Source: an optimization exercise on an open RTL-to-GDS flow (aim: small area and few clock cycles). Production flows keep margins and buffers that such runs may drop. RTL that was checked went through simulation tests only; none was proved equivalent to the original. Function not checked in run 3: the RTL went through the layout flow alone. Power figures rest on the tool's default switching activity, not on a simulated workload.

--- flow/flow/run.sh ---
#!/bin/bash
# Layout flow: the standard ORFS flow, with two changes.
#  - The port buffers are the smallest buffer cell.
#  - Synthesis maps the logic with an area-oriented ABC script, and without
#    the full-adder extraction and fast-adder mapping passes. It is the
#    standard synthesis script otherwise, so the flip-flops come out the same;
#    this is checked against the standard synthesis, and the standard netlist
#    is used if they differ.
# Each tool's output goes to a log file in this folder.
set -euo pipefail
W=$(pwd)
F="$W/flow"
R="$W/orfs/results/sky130hd/mec_core/base"
export BUFFER_PORTS_ARGS="-buffer_cell sky130_fd_sc_hd__buf_1"

# reference: the standard synthesis
bash standard.sh synth > std_synth.log 2>&1
cp "$R/1_2_yosys.v" std_1_2_yosys.v

# own synthesis: the standard script with the abc step's script replaced
{
  head -n 1 synth_recipe.tcl
  echo 'proc abc {args} {'
  echo '  set i [lsearch -exact $args -script]'
  echo "  if { \$i >= 0 } { lset args [expr { \$i + 1 }] $F/area.abc }"
  echo '  yosys abc {*}$args'
  echo '}'
  tail -n +2 synth_recipe.tcl
} > own_synth.tcl
sed "s#SYNTH_SCRIPT=[^ ]*synth_recipe.tcl#SYNTH_SCRIPT=$W/own_synth.tcl ADDER_MAP_FILE= SYNTH_OPERATIONS_ARGS=-noshare#" standard.sh > own_standard.sh
rm -f "$R/1_2_yosys.v" "$R/1_2_yosys.sdc" "$R/1_synth.odb" "$R/1_synth.sdc"
bash own_standard.sh synth > own_synth.log 2>&1

flops() { grep -oE '^\s*sky130_fd_sc_hd__(dfxtp|edfxtp|dfrtp|dfstp|dfbbp|sdf[a-z]*|edf[a-z]*|df[a-z]*)_[0-9]+ +[^ ]+' "$1" | sed -E 's/_[0-9]+ +/ /' | sort; }
if ! cmp -s <(flops std_1_2_yosys.v) <(flops "$R/1_2_yosys.v") || [ "$(flops std_1_2_yosys.v | wc -l)" = 0 ]; then
  echo "flip-flops differ from the standard synthesis; using the standard netlist" > own_synth_fallback.log
  rm -f "$R/1_2_yosys.v" "$R/1_2_yosys.sdc" "$R/1_synth.odb" "$R/1_synth.sdc"
  bash standard.sh synth > std_synth2.log 2>&1
fi

bash own_standard.sh > own_flow.log 2>&1
--- flow/flow/area.abc ---
strash
&get -n
&st
&syn3
&synch2
&put
dch -f
amap
&get -n
&st
&syn3
&synch2
&put
dch -f
amap
topo
--- flow/standard.sh ---
#!/bin/bash
# synth_recipe.tcl (not shown) runs the flow's synth.tcl, then flattens the netlist and writes it again
# the make line also repeats each setting of config.mk as NAME=value (left out here)
make -C /OpenROAD-flow-scripts/flow DESIGN_CONFIG=/design/flow/config.mk WORK_HOME=/design/flow/orfs CLKGATE_MAP_FILE= SYNTH_SCRIPT=/design/flow/synth_recipe.tcl "${@:-finish}"
--- flow/config.mk ---
export PLATFORM = sky130hd
export DESIGN_NAME = mec_core
export DESIGN_NICKNAME = mec_core
export VERILOG_FILES = /design/flow/design.v
export SDC_FILE = /design/flow/constraint.sdc
export NUM_CORES = 4
export LEC_CHECK = 0
export ABC_AREA = 1
export CAP_MARGIN = 10
export CORE_MARGIN = 2
export CORE_UTILIZATION = 30
export PLACE_DENSITY = 0.5
export SLEW_MARGIN = 10
--- flow/constraint.sdc ---
create_clock -name core_clock -period 12.0 [get_ports {CLK}]
set_input_delay 2.4000 -clock core_clock [delete_from_list [all_inputs] [get_ports {CLK}]]
set_output_delay 2.4000 -clock core_clock [all_outputs]
set_load 0.01 [all_outputs]
--- flow/design.v ---
module mec_scan (
    input  wire [63:0] v,
    input  wire [5:0]  t,
    input  wire [2:0]  bot,
    output wire        found,
    output wire [5:0]  pos
);
    wire [63:0] diff;
    genvar i;
    generate
        for (i = 0; i < 63; i = i + 1) begin : g_d
            assign diff[i] = (v[i] ^ v[i+1]) & (t > i);
        end
    endgenerate
    assign diff[63] = 1'b0;
    wire [31:0] v1; wire [31:0] p1;
    wire [15:0] v2; wire [31:0] p2;
    wire [7:0]  v3; wire [23:0] p3;
    wire [3:0]  v4; wire [15:0] p4;
    wire [1:0]  v5; wire [9:0]  p5;
    generate
        for (i = 0; i < 32; i = i + 1) begin : g_l1
            assign v1[i] = diff[2*i+1] | diff[2*i];
            assign p1[i] = diff[2*i+1];
        end
        for (i = 0; i < 16; i = i + 1) begin : g_l2
            assign v2[i] = v1[2*i+1] | v1[2*i];
            assign p2[2*i+1:2*i] = v1[2*i+1] ? {1'b1, p1[2*i+1]} : {1'b0, p1[2*i]};
        end
        for (i = 0; i < 8; i = i + 1) begin : g_l3
            assign v3[i] = v2[2*i+1] | v2[2*i];
            assign p3[3*i+2:3*i] = v2[2*i+1] ? {1'b1, p2[4*i+3:4*i+2]} : {1'b0, p2[4*i+1:4*i]};
        end
        for (i = 0; i < 4; i = i + 1) begin : g_l4
            assign v4[i] = v3[2*i+1] | v3[2*i];
            assign p4[4*i+3:4*i] = v3[2*i+1] ? {1'b1, p3[6*i+5:6*i+3]} : {1'b0, p3[6*i+2:6*i]};
        end
        for (i = 0; i < 2; i = i + 1) begin : g_l5
            assign v5[i] = v4[2*i+1] | v4[2*i];
            assign p5[5*i+4:5*i] = v4[2*i+1] ? {1'b1, p4[8*i+7:8*i+4]} : {1'b0, p4[8*i+3:8*i]};
        end
    endgenerate
    assign pos   = v5[1] ? {1'b1, p5[9:5]} : {1'b0, p5[4:0]};
    assign found = (v5[1] | v5[0]) & (pos[5:3] >= bot);
endmodule
module mec_core (
    input  wire        CLK,
    input  wire        RST,
    input  wire        CMD_VALID,
    output wire        CMD_READY,
    input  wire [15:0] CMD,
    input  wire [63:0] A_VAL,
    input  wire [6:0]  A_LEN,
    input  wire [63:0] B_VAL,
    input  wire [6:0]  B_LEN,
    input  wire [31:0] S0,
    input  wire [31:0] S1,
    input  wire [63:0] BIN,
    output wire [63:0] R_VAL,
    output wire [6:0]  R_LEN,
    output wire [63:0] Q_VAL,
    output wire [6:0]  Q_LEN,
    output wire [31:0] R_SCL,
    output wire [63:0] BOUT,
    output wire [31:0] STATUS
);
    localparam [3:0] OP_ENC   = 4'h1, OP_CLEN  = 4'h2, OP_DEC   = 4'h3,
                     OP_LEAD  = 4'h4, OP_EQ    = 4'h5, OP_CAT   = 4'h6,
                     OP_SPLIT = 4'h7, OP_ALIGN = 4'h8, OP_WRITE = 4'h9,
                     OP_READ  = 4'hA;
    localparam [2:0] C_OK = 3'd0, C_MALFORMED = 3'd1, C_NOSPACE = 3'd2,
                     C_CONTRACT = 3'd3, C_REJECTED = 3'd4;
    localparam [3:0] M_NO_MARKER = 4'd1, M_OVERRUN = 4'd2,
                     M_EMPTY_SOURCE = 4'd3, M_ZERO_COUNT = 4'd4;
    localparam [3:0] X_BAD_OPCODE = 4'd1, X_RESERVED_BITS = 4'd2,
                     X_BAD_LENGTH = 4'd3, X_ENC_RANGE = 4'd4,
                     X_BAD_WINDOW = 4'd5, X_NOT_A_CODE = 4'd6,
                     X_EMPTY_CODEWORD = 4'd7, X_CAT_OVERFLOW = 4'd8;
    genvar gi;
    reg        busy;
    reg        fault;
    reg [3:0]  fcause;
    reg [2:0]  code;
    reg [3:0]  cause;
    reg [63:0] d_n;         
    reg [6:0]  r_len;
    reg [6:0]  q_len;
    reg        m_wr;        
    reg        m_scl;       
    reg [3:0]  n_scl;       
    reg [3:0]  l_op;
    reg [2:0]  l_ecode;     
    reg [3:0]  l_ecause;
    reg [63:0] l_x;
    reg [6:0]  l_len;       
    reg [6:0]  l_p;         
    reg        l_eql;       
    reg [6:0]  rd_used;
    assign CMD_READY = ~busy;
    assign STATUS    = {16'd0, fcause, 2'b00, busy, fault, cause, 1'b0, code};
    function [63:0] tmask;      
        input [6:0] n;
        integer j;
        begin
            for (j = 0; j < 64; j = j + 1)
                tmask[j] = (n > j);
        end
    endfunction
    function [63:0] brev;
        input [63:0] x;
        integer j;
        begin
            for (j = 0; j < 64; j = j + 1)
                brev[j] = x[63 - j];
        end
    endfunction
    function [3:0] ceil8;
        input [6:0] n;
        begin
            ceil8 = n[6:3] + {3'd0, |n[2:0]};
        end
    endfunction
    wire [3:0] op_in = CMD[3:0];
    wire i_enc   = (op_in == OP_ENC);
    wire i_clen  = (op_in == OP_CLEN);
    wire i_lead  = (op_in == OP_LEAD);
    wire i_eq    = (op_in == OP_EQ);
    wire i_cat   = (op_in == OP_CAT);
    wire i_write = (op_in == OP_WRITE);
    wire i_read  = (op_in == OP_READ);
    wire [32:0] enc_u = {1'b0, S0} + 33'd2;
    reg  [32:0] enc_hib;        
    integer ek;
    always @* begin
        enc_hib[32] = 1'b1;
        for (ek = 31; ek >= 0; ek = ek - 1)
            enc_hib[ek] = enc_hib[ek + 1] & ~enc_u[ek + 1];
    end
    wire [63:0] enc_code = {{31{CMD[4]}}, enc_u ^ ({33{CMD[4]}} & enc_hib)};
    reg [2:0] e_code;
    reg [3:0] e_cause;
    always @* begin
        e_code  = C_OK;
        e_cause = 4'd0;
        if (fault) begin
            e_code = C_REJECTED;
        end else if (op_in == 4'h0 || op_in > OP_READ) begin
            e_code = C_CONTRACT; e_cause = X_BAD_OPCODE;
        end else if (CMD[15:5] != 11'd0 || (!i_enc && CMD[4])) begin
            e_code = C_CONTRACT; e_cause = X_RESERVED_BITS;
        end else if (!i_enc && !i_read && A_LEN > 7'd64) begin
            e_code = C_CONTRACT; e_cause = X_BAD_LENGTH;
        end else if ((i_eq || i_cat) && B_LEN > 7'd64) begin
            e_code = C_CONTRACT; e_cause = X_BAD_LENGTH;
        end else if (i_enc && enc_u[32]) begin
            e_code = C_CONTRACT; e_cause = X_ENC_RANGE;
        end else if (i_clen && S0 > 32'd64) begin
            e_code = C_CONTRACT; e_cause = X_BAD_WINDOW;
        end else if (i_lead && A_LEN == 7'd0) begin
            e_code = C_CONTRACT; e_cause = X_EMPTY_CODEWORD;
        end else if (i_cat && ({1'b0, A_LEN} + {1'b0, B_LEN} > 8'd64)) begin
            e_code = C_CONTRACT; e_cause = X_CAT_OVERFLOW;
        end else if (i_write && {28'd0, ceil8(A_LEN)} > S0) begin
            e_code = C_NOSPACE;
        end else if (i_read && S0 == 32'd0) begin
            e_code = C_MALFORMED; e_cause = M_EMPTY_SOURCE;
        end else if (i_read && S1 == 32'd0) begin
            e_code = C_MALFORMED; e_cause = M_ZERO_COUNT;
        end
    end
    wire [6:0]  top_n   = i_cat ? B_LEN : 7'd64 - A_LEN;
    wire [63:0] top_m   = brev(tmask(top_n));
    wire [63:0] b_rev   = brev(B_VAL);
    reg  [63:0] x_in;
    integer xi;
    always @* begin
        for (xi = 0; xi < 64; xi = xi + 1) begin
            if (i_read)
                x_in[xi] = BIN[63 - xi];
            else if (i_enc)
                x_in[xi] = enc_code[xi];
            else if (top_m[xi])
                x_in[xi] = b_rev[xi] & i_cat;
            else if (i_eq)
                x_in[xi] = A_VAL[xi] ^ B_VAL[xi];
            else
                x_in[xi] = A_VAL[xi];
        end
    end
    wire [3:0] rd_n_in  = (S0 > 32'd8) ? 4'd8 : S0[3:0];
    wire [6:0] clen_t   = (S0[6:0] == 7'd0) ? 7'd0 : S0[6:0] - 7'd1;
    wire [6:0] alen_t   = (A_LEN == 7'd0) ? 7'd0 : A_LEN - 7'd1;
    wire [2:0] pad_in   = 3'd0 - A_LEN[2:0];
    reg  [6:0] len_in;
    reg  [6:0] p_in;
    always @* begin
        len_in = A_LEN;
        p_in   = alen_t;
        case (op_in)
        OP_ENC:   begin p_in = 7'd0; end
        OP_CLEN:  begin p_in = clen_t; end
        OP_LEAD:  begin p_in = 7'd64 - A_LEN; end
        OP_EQ:    begin p_in = 7'd63; end
        OP_CAT:   begin len_in = A_LEN + B_LEN;               p_in = B_LEN; end
        OP_SPLIT: begin len_in = 7'd64; end
        OP_ALIGN: begin len_in = A_LEN + {4'd0, pad_in};      p_in = {4'd0, pad_in}; end
        OP_WRITE: begin len_in = {3'd0, ceil8(A_LEN)};        p_in = 7'd64 - A_LEN; end
        OP_READ:  begin len_in = {rd_n_in, 3'b000};
                        p_in = (S1 > 32'd31) ? 7'd31 : {2'b00, S1[4:0]}; end
        default: ;
        endcase
    end
    always @(posedge CLK) begin
        if (!busy) begin
            l_op     <= op_in;
            l_ecode  <= e_code;
            l_ecause <= e_cause;
            l_x      <= x_in;
            l_len    <= len_in;
        end
        l_p      <= busy ? l_p - 7'd1 : p_in;
        l_eql    <= (A_LEN == B_LEN);
    end
    wire o_enc   = (l_op == OP_ENC);
    wire o_clen  = (l_op == OP_CLEN);
    wire o_dec   = (l_op == OP_DEC);
    wire o_lead  = (l_op == OP_LEAD);
    wire o_eq    = (l_op == OP_EQ);
    wire o_cat   = (l_op == OP_CAT);
    wire o_split = (l_op == OP_SPLIT);
    wire o_align = (l_op == OP_ALIGN);
    wire o_write = (l_op == OP_WRITE);
    wire o_read  = (l_op == OP_READ);
    wire [5:0] sc_t  = o_read ? ~rd_used[5:0] : (l_p[5:0] | {6{o_enc}});
    wire [2:0] sc_bot = o_read ? (3'd0 - l_len[5:3]) : 3'd0;
    wire       sc_f;
    wire [5:0] sc_pos;
    mec_scan u_scan (.v(l_x), .t(sc_t), .bot(sc_bot), .found(sc_f), .pos(sc_pos));
    wire       found = sc_f & ~(o_read & rd_used[6]);
    wire [5:0] run   = sc_t - sc_pos;
    wire [6:0] clen  = {run, 1'b1};
    wire [6:0] c_end = {1'b1, sc_t} - {sc_pos, 1'b0};
    wire       c_ovr = c_end > l_len;    
    wire       rd_last = (l_p == 7'd1);
    wire [6:0] s7 = (o_split | o_read) ? c_end : (l_p & {7{~(o_enc | o_eq)}});
    wire [63:0] rt0 = s7[0] ? {l_x[62:0], l_x[63]}    : l_x;
    wire [63:0] rt1 = s7[1] ? {rt0[61:0], rt0[63:62]} : rt0;
    wire [63:0] rt2 = s7[2] ? {rt1[59:0], rt1[63:60]} : rt1;
    wire [63:0] rt3 = s7[3] ? {rt2[55:0], rt2[63:56]} : rt2;
    wire [63:0] rt4 = s7[4] ? {rt3[47:0], rt3[63:48]} : rt3;
    wire [63:0] rot = s7[5] ? {rt4[31:0], rt4[63:32]} : rt4;
    wire [63:0] s_m  = tmask(s7);
    wire [63:0] x_rv = brev(l_x);
    wire [63:0] d_rot;
    generate
        for (gi = 0; gi < 64; gi = gi + 1) begin : g_fill
            wire fill = s_m[gi] ? o_cat : o_split;
            assign d_rot[gi] = fill ? x_rv[gi] : rot[gi];
        end
    endgenerate
    wire [4:0]  dk      = l_p[5:1];
    wire [31:0] dk_m    = tmask({2'b00, dk}) >> 0;       
    reg  [31:0] dec_val;
    reg         dec_or;                                   
    integer di;
    always @* begin
        dec_val[0] = l_x[0];
        dec_or     = 1'b0;
        for (di = 1; di < 32; di = di + 1) begin
            if (dk_m[di])
                dec_val[di] = ~(l_x[di] ^ dec_or);
            else
                dec_val[di] = dk_m[di - 1] & dec_or;
            dec_or = dec_or | l_x[di];
        end
    end
    wire eq_res = l_eql & ~found & ~l_x[63];
    reg [63:0] d_next;
    always @* begin
        d_next = d_rot;
        if (o_dec)
            d_next[31:0] = dec_val;
        else if (o_clen)
            d_next[31:0] = {25'd0, clen};
        else if (o_lead)
            d_next[31:0] = {31'd0, rot[63]};
        else if (o_eq)
            d_next[31:0] = {31'd0, eq_res};
    end
    reg        done;
    reg [2:0]  n_code;
    reg [3:0]  n_cause;
    always @* begin
        done    = 1'b1;
        n_code  = l_ecode;
        n_cause = l_ecause;
        if (l_ecode == C_OK) begin
            if (o_clen) begin
                if (!found) begin n_code = C_MALFORMED; n_cause = M_NO_MARKER; end
            end else if (o_dec) begin
                if (!(found && c_end == 7'd64)) begin n_code = C_CONTRACT; n_cause = X_NOT_A_CODE; end
            end else if (o_split) begin
                if (!found) begin n_code = C_MALFORMED; n_cause = M_NO_MARKER; end
                else if (c_ovr) begin n_code = C_MALFORMED; n_cause = M_OVERRUN; end
            end else if (o_read) begin
                if (!found) begin n_code = C_MALFORMED; n_cause = M_NO_MARKER; end
                else if (c_ovr) begin n_code = C_MALFORMED; n_cause = M_OVERRUN; end
                else done = rd_last;
            end
        end
    end
    wire ok = (n_code == C_OK);
    reg [6:0] n_rlen;
    always @* begin
        case (l_op)
        OP_ENC:   n_rlen = {sc_pos, 1'b1};
        OP_CAT, OP_ALIGN: n_rlen = l_len;
        OP_SPLIT: n_rlen = clen;
        OP_READ:  n_rlen = c_end;
        default:  n_rlen = 7'd0;
        endcase
    end
    always @(posedge CLK) begin
        if (!busy)
            rd_used <= 7'd0;
        else
            rd_used <= c_end;
    end
    always @(posedge CLK) begin
        if (busy && done)
            d_n <= ~d_next;
    end
    always @(posedge CLK) begin
        if (RST) begin
            busy   <= 1'b0;
            fault  <= 1'b0;
            fcause <= 4'd0;
            code   <= C_OK;
            cause  <= 4'd0;
            r_len  <= 7'd0;
            q_len  <= 7'd0;
            m_wr   <= 1'b0;
            m_scl  <= 1'b0;
            n_scl  <= 4'd0;
        end else if (!busy) begin
            if (CMD_VALID)
                busy <= 1'b1;
        end else if (done) begin
            busy   <= 1'b0;
            code   <= n_code;
            cause  <= n_cause;
            r_len  <= ok ? n_rlen : 7'd0;
            q_len  <= (ok && o_split) ? 7'd64 - c_end : 7'd0;
            m_wr   <= ok && o_write;
            m_scl  <= ok && (o_clen || o_dec || o_lead || o_eq);
            n_scl  <= !ok ? 4'd0 : o_read ? ceil8(c_end) : o_write ? l_len[3:0] : 4'd0;
            if (n_code == C_CONTRACT) begin
                fault  <= 1'b1;
                fcause <= n_cause;
            end
        end
    end
    wire [63:0] d    = ~d_n;
    wire [63:0] d_rv = brev(d);
    wire [63:0] r_m  = tmask(r_len);
    assign R_VAL = d    & r_m;
    assign Q_VAL = d_rv & ~brev(r_m) & {64{|q_len}};
    assign BOUT  = d_rv & {64{m_wr}};
    assign R_LEN = r_len;
    assign Q_LEN = q_len;
    assign R_SCL = (d[31:0] & {32{m_scl}}) | {28'd0, n_scl};
endmodule
==> impl_metrics.toml, run 1 <==
[die]
start_util_pct = 30.3
rows = 97
die_w_um = 270
fp.dieArea_mm2 = 0.0731
core_mm2 = 0.0701
die_h_um = 270
boundaryPins = 560

[critical_path]
crit_buf_inv = 9
end_kind = "register"
path_class = "in2reg"
crit_path_frequent_cell = "nand2_1"
crit_fanout = 10
max_stage_delay_ns = 0.43
cp-start-kind = "primary input"
path_delay_family = "simple AND/OR/NAND/NOR gates"
crit_slowest_cell = "nor3_1"
required_ns = 12.34
cp.arrival_ns = 10.94

[placed_design]
gp_congestion = 1.02
dp_hpwl_um = 102000
io_buffer_count = 540
dpl_worst_slack_ns = 1.11

[global_route]
grt_max_degree = 98
grt_pass1_vias = 26904
antenna_found_initial = 4
track_usage_pct = 34.1
overflow = 0
grt_pass1_wl_um = 185000

[synthesis]
syn_area_mm2 = 0.0213
yosysTopAreaCellShare_pct = 20.6
synthCells = 3284
async_flop_share_pct = 0
synth_edf_count = 146
ys_ff_latch = 194
synth_top_cell_by_area = "edfxtp_1"
synth_area_leaders = "edfxtp_1 (21%), nor2_1 (14%), o22ai_1 (12%), o21ai_0 (6.8%), clkinv_1 (6.1%)"
synthFlopType = "edfxtp_1"
ys.warnings.count = 1
synth_cell_types = 55
ys_seq_area_share_pct = 25.1
syn_avg_cell_area_um2 = 6.48

[route]
routed-wl-met2_um = 57300
via_count = 30086
drt-met1-wl_um = 51600
firstDrtPassIters = 8
wire_per_inst_um = 26.6
wirelength_um = 130000
vias_per_cell = 6.16
drt_first_iter_violations = 4170
drcViolationCount = 0
wl_met3_um = 13200
routed.top_layer = "met5"
drt.antenna.violating_nets = 0

[sta]
finalHoldViolCount = 0
finalCritPeriodShare_pct = 88.3
min_period_ns = 10.60
tightestPinTransition_ns = 1.25
rsz0062_at_grt = "false"
finalSetupTns_ns = 0
finalSetupViolCount = 0
setup_slack_ns = 1.40
slew_headroom_pct = 14.5
fmax_ghz = 0.0943
slew_violations = 0
holdWs_ns = 0.465
clock_skew_ns = 0.0211

[power]
irDropWorstVdd_uv = 134
p_per_area_mw_per_mm2 = 176
p_leak_uw = 0.00784

[final_layout]
syn_to_final_growth_pct = 21.9
final_net_count = 4219
drive_gt1_share_pct = 3.65

[clocking]
clockBufferDepth = 2
cts_tree = "done"
root_buffer = "clkbuf_16"
clk_latency_ns = 0.51
cts.sinks = 194
post-cts-setup-buffer-count = 0
cts_buffers = 17
cts.hold.buffers_added = 0
path_clk_slew_ns = 0.08
ctsResizeCount = 0
htree_levels = 4

[min_path]
hold_path.class = "reg2reg"

[job]
cap_violations = 0

[run_status]
status = "finished clean"
area by class of cell:
cell class,count,area (um^2)
Multi-Input combinational cell,2741,14700
Tap cell,940,1180
Inverter,346,1300
Clock buffer,17,425
Clock inverter,15,181
Fill cell,7922,44200
Sequential cell,194,5350
Timing Repair Buffer,630,2800
Antenna cell,4,10.0
layout by cell type, fill, tap and decap left out, drive strengths merged, types with 10 or more instances in the layout:
master,count
a31oi,51
o31ai,18
a22oi,27
dfxtp,48
a311oi,35
a211oi,71
or2,22
a2111oi,26
nor2,819
nor3,151
o221ai,48
o21a,18
a32oi,10
nor2b,37
buf,630
nand2,214
edfxtp,146
clkbuf,17
a222oi,13
o211ai,12
nor4,25
clkinv,351
o22a,44
or3,14
a21oi,245
o32a,16
o21ai,287
conb,19
o22ai,421
nand3,14
registers in the layout, indices dropped and copies added (netlist names):
register and cells:
rd_used 7, q_len 7, l_x 64, l_len 7, m_scl 1, l_eql 1
code 3, l_ecause 4, fault 1, fcause 4, l_op 4, l_p 7
l_ecode 3, n_scl 4, busy 1, d_n 64, cause 4, m_wr 1
r_len 7
per-layer routing:
metal | vias up | global-route usage, %
met4 | 2 | 19.2
li1 | 13863 | -
met3 | 303 | 6.52
met5 | - | 0
met1 | 14001 | 43.8
met2 | 1917 | 53.7
stage by stage:
step                instances  instance area [um^2]  util, %  power [uW]
floorplan                3302                 21400        -        2690
global placement         4851                 25300     36.1        3840
detailed placement       4851                 25300     36.1        3820
CTS                      4883                 25900     36.9        4440
global route             4886                 25900     37.0        4750
finish                   4887                 25900     37.0        4550
cells by family (layout without fill, tap and decap cells):
logic type	Yosys count	count (layout)	share of synthesized area, %
AO/OA/AOI/OAI	1400	1400	42.1
buffers and inverters	367	1008	6.85
flip-flops	194	194	25.1
other	1	23	0.0176
AND/OR/NAND/NOR	1322	1322	25.9
Yosys cell counts (10+ instances only):
master and n:
o22a_1 44, a32oi_1 10, nor2_1 819, a21oi_1 245, nor2b_1 37, a22oi_1 27, a31oi_1 51, o21ai_0 287
o21a_1 18, dfxtp_1 48, or2_0 22, a222oi_1 13, nand2_1 214, nor3_1 151, o31ai_1 18, o211ai_1 12
edfxtp_1 146, a2111oi_0 26, buf_4 21, o221ai_1 48, or3_1 14, a311oi_1 35, o22ai_1 421, a211oi_1 71
clkinv_1 346, nand3_1 14, nor4_1 25, o32a_1 16
path summary, 6_finish.rpt:
kind | startpoint | end | slack, ns | depth (start not counted)
max reg2reg | l_op[0] | d_n[0] | 1.68 | 32
max | S0[2] | l_x[2] | 1.40 | 45
min | n_scl[2] | n_scl[2] | 0.46 | 2
min reg2reg | n_scl[2] | n_scl[2] | 0.46 | 2
worst register-to-register path: cells and delay by family (launching register included):
family,cells,cell delay [ns]
AOI/OAI and AO/OA,13,3.89
DFF,1,0.53
and+or+nand+nor,10,2.77
buffers and inverters,9,2.94
power by group:
group / switching, uW / internal [uW]
Combinational: 1970 / 882
Clock: 324 / 282
Sequential: 211 / 882
Testbench counts, summed over its fixed seeds: cycles 25,591.
==> inputs of run 2 (changes only) <==
--- a/flow/config.mk
+++ b/flow/config.mk
@@ -7,7 +7,7 @@
 export LEC_CHECK = 0
 export ABC_AREA = 1
-export CAP_MARGIN = 10
+export CAP_MARGIN = 5
 export CORE_MARGIN = 2
 export CORE_UTILIZATION = 30
 export PLACE_DENSITY = 0.5
-export SLEW_MARGIN = 10
+export SLEW_MARGIN = 5
==> run 2 against run 1 <==
Against the previous run:
- wire length stayed put
- final cell count stayed put
- first-iteration DRC count stayed put
- largest cell class unchanged
- highest routed layer unchanged
- critical path type unchanged
- worst setup slack stayed put
- fmax stayed put
==> impl_metrics.toml, run 2 <==
[run_status]
status = "finished clean"

[critical_path]
cp-start-kind = "primary input"
crit_path_frequent_cell = "nand2_1"
cp.arrival_ns = 10.94
path_delay_family = "simple AND/OR/NAND/NOR gates"
required_ns = 12.34
path_class = "in2reg"
crit_buf_inv = 9
crit_slowest_cell = "nor3_1"
end_kind = "register"
max_stage_delay_ns = 0.43
crit_fanout = 10

[route]
vias_per_cell = 6.16
drcViolationCount = 0
wirelength_um = 130000
drt.antenna.violating_nets = 0
drt_first_iter_violations = 4170
firstDrtPassIters = 8
wire_per_inst_um = 26.6
via_count = 30086

[final_layout]
final_cell_mix = "nor2_1 (813), buf_1 (540), o22ai_1 (414)"
multi_input_area_mm2 = 0.0147
largestRegisters = "d_n x64, l_x x64"
seqCellArea_mm2 = 0.00535
syn_to_final_growth_pct = 21.9
final_net_count = 4219
fillCellCount = 7922
final_common_cell = "nor2_1"
drive_gt1_share_pct = 3.65

[synthesis]
synth_cell_types = 55
synth_common_cells = "nor2_1 (819), o22ai_1 (421), clkinv_1 (346), o21ai_0 (287), a21oi_1 (245)"
synth.most_common_cell = "nor2_1"
async_flop_share_pct = 0
synthCells = 3284
ys.warnings.count = 1
yosysTopAreaCellShare_pct = 20.6
synth_top_cell_by_area = "edfxtp_1"
syn_area_mm2 = 0.0213
synth_edf_count = 146
syn_avg_cell_area_um2 = 6.48
ys_seq_area_share_pct = 25.1
ys_ff_latch = 194
synthFlopType = "edfxtp_1"
synth_area_leaders = "edfxtp_1 (21%), nor2_1 (14%), o22ai_1 (12%), o21ai_0 (6.8%), clkinv_1 (6.1%)"

[die]
die_w_um = 270
core_mm2 = 0.0701
boundaryPins = 560
die_h_um = 270
start_util_pct = 30.3
fp.dieArea_mm2 = 0.0731
rows = 97

[sta]
finalSetupViolCount = 0
fmax_ghz = 0.0943
finalCritPeriodShare_pct = 88.3
tightestPinTransition_ns = 1.25
rsz0062_at_grt = "false"
holdWs_ns = 0.465
clock_skew_ns = 0.0211
min_period_ns = 10.60
finalHoldViolCount = 0
finalSetupTns_ns = 0
slew_headroom_pct = 14.5
slew_violations = 0

[global_route]
overflow = 0
antenna_found_initial = 4
grt_max_degree = 98
track_usage_pct = 34.1
grt_pass1_vias = 26904
grt_pass1_wl_um = 185000

[clocking]
path_clk_slew_ns = 0.08
ctsResizeCount = 0
cts.hold.buffers_added = 0
cts_tree = "done"
post-cts-setup-buffer-count = 0
clockBufferDepth = 2
clk_latency_ns = 0.51
htree_levels = 4
cts.sinks = 194
root_buffer = "clkbuf_16"
cts_buffers = 17

[power]
irDropWorstVdd_uv = 134
p_per_area_mw_per_mm2 = 176
p_leak_uw = 0.00784

[min_path]
hold_path.class = "reg2reg"

[placed_design]
gp_congestion = 1.02
io_buffer_count = 540
dp_hpwl_um = 102000

[job]
cap_violations = 0
==> run 2: worst paths after layout <==
check / start / to / slack, ns / cells after the start
max: S0[2] / l_x[2] / 1.40 / 45
min: n_scl[2] / n_scl[2] / 0.46 / 2
max reg2reg: l_op[0] / d_n[0] / 1.68 / 32
min reg2reg: n_scl[2] / n_scl[2] / 0.46 / 2
==> run 2: stage by stage <==
stage / instances / utilization, % / instance area [um^2] / setup WS, ns / total power, uW
5_1_grt: 4886 / 37.0 / 25900 / 0.100 / 4750
6_report: 4887 / 37.0 / 25900 / 1.40 / 4550
4_1_cts: 4883 / 36.9 / 25900 / 1.61 / 4440
2_1_floorplan: 3302 / - / 21400 / 0.241 / 2690
3_5_place_dp: 4851 / 36.1 / 25300 / 1.11 / 3820
3_3_place_gp: 4851 / 36.1 / 25300 / 1.31 / 3840
==> run 2: final cells by class <==
class | instances | share of cell area [%]
repair buffers | 630 | 10.8
inverters | 346 | 5.02
clock inverters | 15 | 0.700
clock buffers | 17 | 1.64
diodes | 4 | 0.0386
well taps | 940 | 4.54
flip-flops and latches | 194 | 20.6
multi-input cells | 2741 | 56.6
==> run 2: kinds of logic after synthesis <==
kind of cell	share of synthesized area, %
AND/OR/NAND/NOR	25.9
flip-flops	25.1
AO/OA/AOI/OAI	42.1
other	0.0176
buffers and inverters	6.85
==> run 2: report_power, final <==
group / switching, uW / internal [uW] / total, uW
clock network: 324 / 282 / 606
registers: 211 / 882 / 1090
logic: 1970 / 882 / 2850
total: 2510 / 2050 / 4550
==> run 2: per-layer routing <==
| layer | wire length [um] | part of all wire (%) | GRT usage, % | up-vias |
|---|---|---|---|---|
| met1 | 51600 | 40 | 43.8 | 14001 |
| li1 | - | - | - | 13863 |
| met5 | 13 | 0.010 | 0 | - |
| met3 | 13200 | 10 | 6.52 | 303 |
| met4 | 7940 | 6.1 | 19.2 | 2 |
| met2 | 57300 | 44 | 53.7 | 1917 |
==> run 2: worst reg2reg max path, delay by kind of cell (launching register included) <==
kind,cells,cell delay [ns]
compound gates,13,3.89
buf+inv,9,2.94
simple gates,10,2.77
flops,1,0.53
==> inputs of run 3 (changes only) <==
--- a/flow/design.v
+++ b/flow/design.v
@@ -83,5 +83,5 @@
     reg [2:0]  code;
     reg [3:0]  cause;
-    reg [63:0] d_n;         
+    reg [63:0] d;
     reg [6:0]  r_len;
     reg [6:0]  q_len;
@@ -329,5 +329,5 @@
     always @(posedge CLK) begin
         if (busy && done)
-            d_n <= ~d_next;
+            d <= d_next;
     end
     always @(posedge CLK) begin
@@ -361,5 +361,4 @@
         end
     end
-    wire [63:0] d    = ~d_n;
     wire [63:0] d_rv = brev(d);
     wire [63:0] r_m  = tmask(r_len);
--- a/flow/flow/run.sh
+++ b/flow/flow/run.sh
@@ -1,4 +1,4 @@
 #!/bin/bash
-# Layout flow: the standard ORFS flow, with two changes.
+# Layout flow: the standard ORFS flow, with these changes.
 #  - The port buffers are the smallest buffer cell.
 #  - Synthesis maps the logic with an area-oriented ABC script, and without
@@ -7,4 +7,6 @@
 #    this is checked against the standard synthesis, and the standard netlist
 #    is used if they differ.
+#  - Floorplanning only removes synthesis buffers; timing is repaired in
+#    the later steps, once the cells are placed.
 # Each tool's output goes to a log file in this folder.
 set -euo pipefail
@@ -28,5 +30,5 @@
   tail -n +2 synth_recipe.tcl
 } > own_synth.tcl
-sed "s#SYNTH_SCRIPT=[^ ]*synth_recipe.tcl#SYNTH_SCRIPT=$W/own_synth.tcl ADDER_MAP_FILE= SYNTH_OPERATIONS_ARGS=-noshare#" standard.sh > own_standard.sh
+sed "s#SYNTH_SCRIPT=[^ ]*synth_recipe.tcl#SYNTH_SCRIPT=$W/own_synth.tcl ADDER_MAP_FILE= SYNTH_OPERATIONS_ARGS=-noshare REMOVE_ABC_BUFFERS=1#" standard.sh > own_standard.sh
 rm -f "$R/1_2_yosys.v" "$R/1_2_yosys.sdc" "$R/1_synth.odb" "$R/1_synth.sdc"
 bash own_standard.sh synth > own_synth.log 2>&1
--- a/flow/config.mk
+++ b/flow/config.mk
@@ -7,7 +7,6 @@
 export LEC_CHECK = 0
 export ABC_AREA = 1
-export CAP_MARGIN = 5
-export CORE_MARGIN = 2
-export CORE_UTILIZATION = 30
-export PLACE_DENSITY = 0.5
-export SLEW_MARGIN = 5
+export CAP_MARGIN = 10
+export CORE_AREA = 2 2 318 318
+export DIE_AREA = 0 0 320 320
+export SLEW_MARGIN = 10
==> run 3 against run 2 <==
Against the previous run:
- clock power increased by 0.7%
- still clean on timing, DRC and antenna
- flip-flop and latch count unchanged
- final cell count increased by 13%
- global-route usage decreased by 7.6 points
- critical path depth increased by 5
- register-to-register slack improved by 0.55 ns
- largest power group unchanged
==> impl_metrics.toml, run 3 <==
[run_status]
status = "finished clean"

[route]
via_count = 31290
drt_first_iter_violations = 4052
vias_per_cell = 5.66
drcViolationCount = 0
wirelength_um = 142000
firstDrtPassIters = 9
drt.antenna.violating_nets = 0
wire_per_inst_um = 25.6

[sta]
slew_violations = 0
rsz0062_at_grt = "false"
fmax_ghz = 0.0963
finalHoldViolCount = 0
finalCritPeriodShare_pct = 86.5
slew_headroom_pct = 21.9
min_period_ns = 10.38
finalSetupTns_ns = 0
tightestPinTransition_ns = 1.16
finalSetupViolCount = 0
clock_skew_ns = 0.0193

[synthesis]
yosysTopAreaCellShare_pct = 20.4
ys_ff_latch = 194
synth_area_leaders = "edfxtp_1 (20%), nor2_1 (14%), o22ai_1 (13%), clkinv_1 (7.3%), o21ai_0 (6.4%)"
synth_top_cell_by_area = "edfxtp_1"
synth.most_common_cell = "nor2_1"
synthCells = 3361
synthFlopType = "edfxtp_1"
synth_common_cells = "nor2_1 (826), o22ai_1 (442), clkinv_1 (415), o21ai_0 (273), a21oi_1 (252)"
ys_seq_area_share_pct = 24.9
synth_cell_types = 60
ys.warnings.count = 1
synth_edf_count = 146
async_flop_share_pct = 0
syn_avg_cell_area_um2 = 6.39
syn_area_mm2 = 0.0215

[power]
p_leak_uw = 0.00917
fin_total_pwr_uw = 5090
internal-power_uw = 2460
switching_share_pct = 51.8
clockPowerShare_pct = 12.0
p_switching_uw = 2640
p_per_area_mw_per_mm2 = 180
irDropWorstVdd_uv = 154
pwr-share-seq_pct = 20.4
comb_power_share_pct = 67.6

[final_layout]
final_net_count = 4517
fillCellCount = 11194
largestRegisters = "d x64, l_x x64"
finish.utilization_pct = 28.7
syn_to_final_growth_pct = 31.9
drive_gt1_share_pct = 8.58
final_cell_mix = "nor2_1 (822), buf_1 (540), o22ai_1 (435)"
final_cell_area_mm2 = 0.0283
seqCellArea_mm2 = 0.00535
multi_input_area_mm2 = 0.0147
final_common_cell = "nor2_1"

[critical_path]
r2r_start = "l_op[0]"
cp.arrival_ns = 10.62
cp-start-kind = "primary input"
crit_path_frequent_cell = "nor2_1"
crit_slowest_cell = "nor3_2"
reg2reg_to = "d[26]"
r2r_setup_slack_ns = 2.23
max_stage_delay_ns = 0.35
end_kind = "register"
path_class = "in2reg"
required_ns = 12.24
reg2regPathDepth = 35
crit_fanout = 8

[clocking]
htree_levels = 4
cts_tree = "done"
cts.sinks = 194
root_buffer = "clkbuf_16"
clockBufferDepth = 2
path_clk_slew_ns = 0.09
post-cts-setup-buffer-count = 0
cts_buffers = 17
clk_latency_ns = 0.52

[placed_design]
dp_hpwl_um = 115000
gp_congestion = 1.03
io_buffer_count = 540
postPlaceCellArea_mm2 = 0.0277

[die]
core_mm2 = 0.0987
die_w_um = 320
boundaryPins = 560
fp.dieArea_mm2 = 0.102
die_h_um = 320
start_util_pct = 21.8
rows = 115

[job]
cap_violations = 0

[global_route]
overflow = 0
grt_max_degree = 68
track_usage_pct = 26.5
grt_pass1_wl_um = 200000
grt_pass1_vias = 28319
antenna_found_initial = 9

[min_path]
hold_path.class = "reg2reg"
holdPathEnd = "n_scl[3]"
min-delay-start = "n_scl[3]"
min_path_cells = 2
[run 3: area by class of cell]
type                    count  share of cell area (%)
repair buffers            851                    16.0
well taps                1287                    5.69
multi-input cells        2749                    51.7
inverters                 415                    5.50
diodes                      5                  0.0442
clock inverters            14                   0.588
clock buffers              18                    1.59
flip-flops and latches    194                    18.9
[run 3: per-stage QoR]
step | instances | worst slack [ns] | hold WS, ns
2_1_floorplan | 3358 | -1.25 | 0.430
3_3_place_gp | 5496 | 1.09 | 0.439
3_5_place_dp | 5496 | 1.03 | 0.447
4_1_cts | 5528 | 1.58 | 0.460
5_1_grt | 5530 | 0.234 | 0.479
6_report | 5533 | 1.62 | 0.458
[run 3: layer usage]
layer / global-route usage (%) / vias to the layer above / part of all wire (%)
li1: - / 14407 / -
met1: 35.3 / 14498 / 42
met2: 41.4 / 2051 / 44
met3: 4.67 / 328 / 9.4
met4: 12.4 / 6 / 5.1
met5: 0 / - / 0.033
[run 3: worst max path at each step]
stage | startpoint | slack [ns] | endpoint | depth (start not counted)
after floorplan | l_op[0] | -1.25 | d[0] | 35
after global routing | S0[1] | 0.23 | l_x[2] | 50
after global placement | S0[1] | 1.09 | l_x[2] | 50
after CTS | S0[1] | 1.58 | l_x[2] | 50
final | S0[1] | 1.62 | l_x[2] | 50
after detailed placement | S0[1] | 1.03 | l_x[2] | 50
[run 3: cell families (layout without fill, tap and decap cells)]
logic type,after synthesis,after routing,synth area share (%)
AOI/OAI and AO/OA,1370,1370,40.6
xor gates and xnor gates,2,2,0.0816
buffers and inverters,436,1298,7.99
DFF,194,194,24.9
other,1,24,0.0175
and+or+nand+nor,1358,1358,26.4
[run 3: critical path, delay by kind of cell]
kind | cells | cell delay, ns
buffers and inverters | 9 | 1.33
AO/OA/AOI/OAI | 5 | 0.75
AND/OR/NAND/NOR | 36 | 6.15
[run 3: power by group through the flow]
stage	combinational [uW]	clock [uW]	sequential, uW
5_1_grt	3650	652	1040
3_5_place_dp	3310	0	1050
6_report	3440	610	1040
4_1_cts	3330	633	1030
2_1_floorplan	1710	0	956
3_3_place_gp	3320	0	1040
[run 3: timing repair]
action	4_1_cts	5_1_grt
hold buffers	0	0
gates resized for setup	0	1
setup endpoints to repair	0	1
==> inputs of run 4 (changes only) <==
--- a/flow/design.v
+++ b/flow/design.v
@@ -83,5 +83,5 @@
     reg [2:0]  code;
     reg [3:0]  cause;
-    reg [63:0] d;
+    reg [63:0] d_n;         
     reg [6:0]  r_len;
     reg [6:0]  q_len;
@@ -329,5 +329,5 @@
     always @(posedge CLK) begin
         if (busy && done)
-            d <= d_next;
+            d_n <= ~d_next;
     end
     always @(posedge CLK) begin
@@ -361,4 +361,5 @@
         end
     end
+    wire [63:0] d    = ~d_n;
     wire [63:0] d_rv = brev(d);
     wire [63:0] r_m  = tmask(r_len);
==> flow/flow/run.sh (replaced) <==
#!/bin/bash
# Layout flow: the standard ORFS flow, with these changes.
#  - The port buffers are the smallest buffer cell.
#  - Synthesis maps the logic with area-oriented ABC scripts (area*.abc),
#    without the full-adder extraction and fast-adder mapping passes, and
#    keeps the smallest netlist. It is the standard synthesis script
#    otherwise, so the flip-flops come out the same; each netlist is checked
#    against the standard synthesis, and the standard netlist is used if
#    none matches.
# Each tool's output goes to a log file in this folder.
set -euo pipefail
W=$(pwd)
F="$W/flow"
R="$W/orfs/results/sky130hd/mec_core/base"
export BUFFER_PORTS_ARGS="-buffer_cell sky130_fd_sc_hd__buf_1"

# reference: the standard synthesis
bash standard.sh synth > std_synth.log 2>&1
cp "$R/1_2_yosys.v" std_1_2_yosys.v
cp "$R/1_2_yosys.sdc" std_1_2_yosys.sdc

flops() { grep -oE '^\s*sky130_fd_sc_hd__(dfxtp|edfxtp|dfrtp|dfstp|dfbbp|sdf[a-z]*|edf[a-z]*|df[a-z]*)_[0-9]+ +[^ ]+' "$1" | sed -E 's/_[0-9]+ +/ /' | sort; }
flops std_1_2_yosys.v > std_flops.txt

# own synthesis, once per ABC script, each in a work folder of its own
own() {
  local n=$1
  local OW="$W/orfs_$n"
  {
    head -n 1 synth_recipe.tcl
    echo 'proc abc {args} {'
    echo '  set i [lsearch -exact $args -script]'
    echo "  if { \$i >= 0 } { lset args [expr { \$i + 1 }] $F/area$n.abc }"
    echo '  yosys abc {*}$args'
    echo '}'
    tail -n +2 synth_recipe.tcl
  } > "own_synth_$n.tcl"
  sed -e "s#SYNTH_SCRIPT=[^ ]*synth_recipe.tcl#SYNTH_SCRIPT=$W/own_synth_$n.tcl ADDER_MAP_FILE= SYNTH_OPERATIONS_ARGS=-noshare#" \
      -e "s#WORK_HOME=[^ ]*#WORK_HOME=$OW#" standard.sh > "own_standard_$n.sh"
  bash "own_standard_$n.sh" synth > "own_synth_$n.log" 2>&1 || return 0
}
for n in 1 2 3 4; do own $n & done
wait

best=""; best_area=""
for n in 1 2 3 4; do
  V="$W/orfs_$n/results/sky130hd/mec_core/base/1_2_yosys.v"
  S="$W/orfs_$n/reports/sky130hd/mec_core/base/synth_stat.txt"
  [ -f "$V" ] && [ -f "$S" ] || continue
  cmp -s std_flops.txt <(flops "$V") || continue
  a=$(grep -E "Chip area" "$S" | awk '{print $NF}')
  echo "area$n.abc: $a" >> own_synth_choice.log
  if [ -z "$best" ] || awk -v a="$a" -v b="$best_area" 'BEGIN{exit !(a < b)}'; then best=$n; best_area=$a; fi
done

if [ -n "$best" ] && [ -s std_flops.txt ]; then
  echo "using area$best.abc" >> own_synth_choice.log
  cp "$W/orfs_$best/results/sky130hd/mec_core/base/1_2_yosys.v" "$R/1_2_yosys.v"
else
  echo "flip-flops differ from the standard synthesis; using the standard netlist" >> own_synth_choice.log
  cp std_1_2_yosys.v "$R/1_2_yosys.v"
fi
cp std_1_2_yosys.sdc "$R/1_2_yosys.sdc"
rm -f "$R/1_synth.odb" "$R/1_synth.sdc"
for n in 1 2 3 4; do rm -rf "$W/orfs_$n/results" "$W/orfs_$n/objects"; done

bash standard.sh > flow.log 2>&1
==> flow/flow/area1.abc (new file) <==
strash
&get -n
&st
&syn3
&synch2
&put
dch -f
amap
&get -n
&st
&syn3
&synch2
&put
dch -f
amap
topo
==> flow/flow/area2.abc (new file) <==
strash
&get -n
&st
&syn3
&synch2
&put
dch -f
amap
topo
==> flow/flow/area3.abc (new file) <==
strash
&get -n
&st
&syn3
&synch2
&put
dch -f
amap
&get -n
&st
&syn3
&synch2
&put
dch -f
amap
&get -n
&st
&syn3
&synch2
&put
dch -f
amap
topo
==> flow/flow/area4.abc (new file) <==
strash
balance
rewrite
refactor
balance
rewrite
rewrite -z
balance
refactor -z
rewrite -z
balance
dch -f
amap
topo
--- a/flow/config.mk
+++ b/flow/config.mk
@@ -8,5 +8,6 @@
 export ABC_AREA = 1
 export CAP_MARGIN = 10
-export CORE_AREA = 2 2 318 318
-export DIE_AREA = 0 0 320 320
+export CORE_MARGIN = 2
+export CORE_UTILIZATION = 30
+export PLACE_DENSITY = 0.5
 export SLEW_MARGIN = 10
removed: flow/flow/area.abc
==> run 4 against run 3 <==
Against the previous run:
- non-clock buffer count fell by 241
- synthesized area fell by 2.6%
- global-route usage is 8.2 points higher
- cell area down 11%
- first-iteration DRC count grew 1.7%
- critical path depth is 11 lower
- sequential power rose by 9%
- synthesized cell count fell by 4.4%
- highest routed layer is now met4
==> impl_metrics.toml, run 4 <==
[final_layout]
final_cells = 4784
final_net_count = 4129
seqCellArea_mm2 = 0.00535
final_cell_mix = "nor2_1 (816), buf_1 (540), o22ai_1 (412)"
antenna_cells = 0
final_common_cell = "nor2_1"
multi_input_area_mm2 = 0.0145
syn_to_final_growth_pct = 21.0
fillCellCount = 7701
finish.utilization_pct = 36.8
drive_gt1_share_pct = 3.06
largestRegisters = "d_n x64, l_x x64"

[placed_design]
gp_congestion = 1.03
dp_hpwl_um = 102000
placed_cells = 4752
dpl_worst_slack_ns = 1.53
io_buffer_count = 540

[critical_path]
cp.arrival_ns = 11.23
crit_slowest_cell = "buf_4"
end_kind = "register"
max_stage_delay_ns = 0.68
crit_fanout = 72
cp-start-kind = "register"
path_class = "reg2reg"
required_ns = 12.27
crit_path_frequent_cell = "clkinv_1"

[clocking]
ctsResizeCount = 0
cts_buffers = 17
htree_levels = 4
post-cts-setup-buffer-count = 0
root_buffer = "clkbuf_16"
clockBufferDepth = 2
cts_tree = "done"
cts.hold.buffers_added = 0
clk_latency_ns = 0.52
cts.sinks = 194
path_clk_slew_ns = 0.09

[sta]
slew_violations = 0
finalSetupViolCount = 0
setup_slack_ns = 1.04
finalHoldViolCount = 0
finalSetupTns_ns = 0
slew_headroom_pct = 5.55
tightestPinTransition_ns = 1.40
fmax_ghz = 0.0913
clock_skew_ns = 0.0192
min_period_ns = 10.96
rsz0062_at_grt = "false"
finalCritPeriodShare_pct = 91.3

[route]
vias_per_cell = 6.16
firstDrtPassIters = 6
drcViolationCount = 0
wirelength_um = 130000
drt_first_iter_violations = 4120
wire_per_inst_um = 27.1
drt.antenna.violating_nets = 0
via_count = 29468

[global_route]
track_usage_pct = 34.7
grt_pass1_wl_um = 181000
antenna_found_initial = 1
overflow = 0
grt_max_degree = 76
grt_pass1_vias = 25897

[die]
core_mm2 = 0.0688
die_h_um = 268
die_w_um = 268
start_util_pct = 30.4
boundaryPins = 560
rows = 96
fp.dieArea_mm2 = 0.0718

[power]
p_per_area_mw_per_mm2 = 178
irDropWorstVdd_uv = 148
p_leak_uw = 0.00780
fin_total_pwr_uw = 4500

[job]
cap_violations = 0

[synthesis]
synthCells = 3214
syn_avg_cell_area_um2 = 6.51
ys.warnings.count = 1
syn_area_mm2 = 0.0209

[min_path]
hold_path.class = "reg2reg"

[run_status]
status = "finished clean"
[run 4: changes by cell type in the layout (fill, tap and decap cells not counted), sizes merged, moves of 15 or more]
cell / change
nand2: -17
buf: -241
o221ai: +22
o22a: -15
o21ai: -18
a31oi: +17
clkinv: -107
o22ai: -24
or2: -18
[run 4: final cells by class]
type                    count  area share (%)
clock inverters            13           0.480
repair buffers            610            10.2
well taps                 931            4.60
clock buffers              19            1.80
flip-flops and latches    194            21.1
multi-input cells        2704            57.1
inverters                 313            4.65
[run 4: power by group]
part | leakage, uW | internal, uW | switching (uW)
Combinational | 0.00565 | 827 | 1960
Clock | 0.000287 | 285 | 299
Sequential | 0.00186 | 889 | 238
[run 4: critical path: cells and delay by family, from the launching register on]
family | cells | cell delay, ns
DFF | 1 | 0.51
buffers and inverters | 12 | 3.40
AOI/OAI and AO/OA | 15 | 3.81
and+or+nand+nor | 12 | 2.98
[run 4: metal layers]
layer  track usage (%)  part of all wire (%)  up-vias
met3              7.82                    11      325
met4              18.8                   5.8        0
met2              54.2                    43     2104
met5                 0                     0        -
li1                  -                     -    13550
met1              44.5                    40    13489
[run 4: path summary, 6_finish.rpt]
path / depth (start not counted) / slack, ns / endpoint / from
hold / removal: 2 / 0.47 / cause[1] / cause[1]
setup reg to reg: 39 / 1.04 / d_n[1] / l_op[0]
setup / recovery: 39 / 1.04 / d_n[1] / l_op[0]
hold reg to reg: 2 / 0.47 / cause[1] / cause[1]
[run 4: per-stage QoR]
step	cell area, um^2	hold slack [ns]
4_1_cts	25300	0.470
3_5_place_dp	24700	0.448
2_1_floorplan	21000	0.433
6_report	25300	0.465
5_1_grt	25300	0.493
3_3_place_gp	24700	0.444
Testbench counts of run 4, summed over its fixed seeds: cycles 25,591.

[afterwards: timing with drivers on the ports]
The flow's constraints put no driver on any port. The routed layouts listed below were extracted and timed again, unchanged, in two steps.
Step 1: set_driving_cell puts a clkbuf_16 on CLK and a buf_2 on each other input, an assumption about the parent block.
Step 2 moves the port delays by t, midway between the first and last clock arrival at a register: inputs arrive t later, outputs are due t later. That takes back most of the time a late clock gives input paths.
a / b / c = ideal / step 1 / step 2; a / b = the first two.
| run | t (ns) | slack for setup (ns) | clock arrival spread, ns | worst register clock-pin slew, ns |
|---|---|---|---|---|
| run 1 | 0.566 | 1.400 / 1.437 / 0.872 | 0.021 / 0.021 | 0.09 / 0.09 |
| run 2 | 0.566 | 1.400 / 1.437 / 0.872 | 0.021 / 0.021 | 0.09 / 0.09 |
| run 3 | 0.579 | 1.616 / 1.650 / 1.071 | 0.019 / 0.019 | 0.09 / 0.09 |
| run 4 | 0.575 | 1.041 / 1.041 / 1.041 | 0.019 / 0.019 | 0.09 / 0.09 |
After both steps setup and hold are still met in every run listed. For run 3, which loses most, drivers alone change the setup slack by +0.034 ns; drivers and shift together by -0.545 ns.
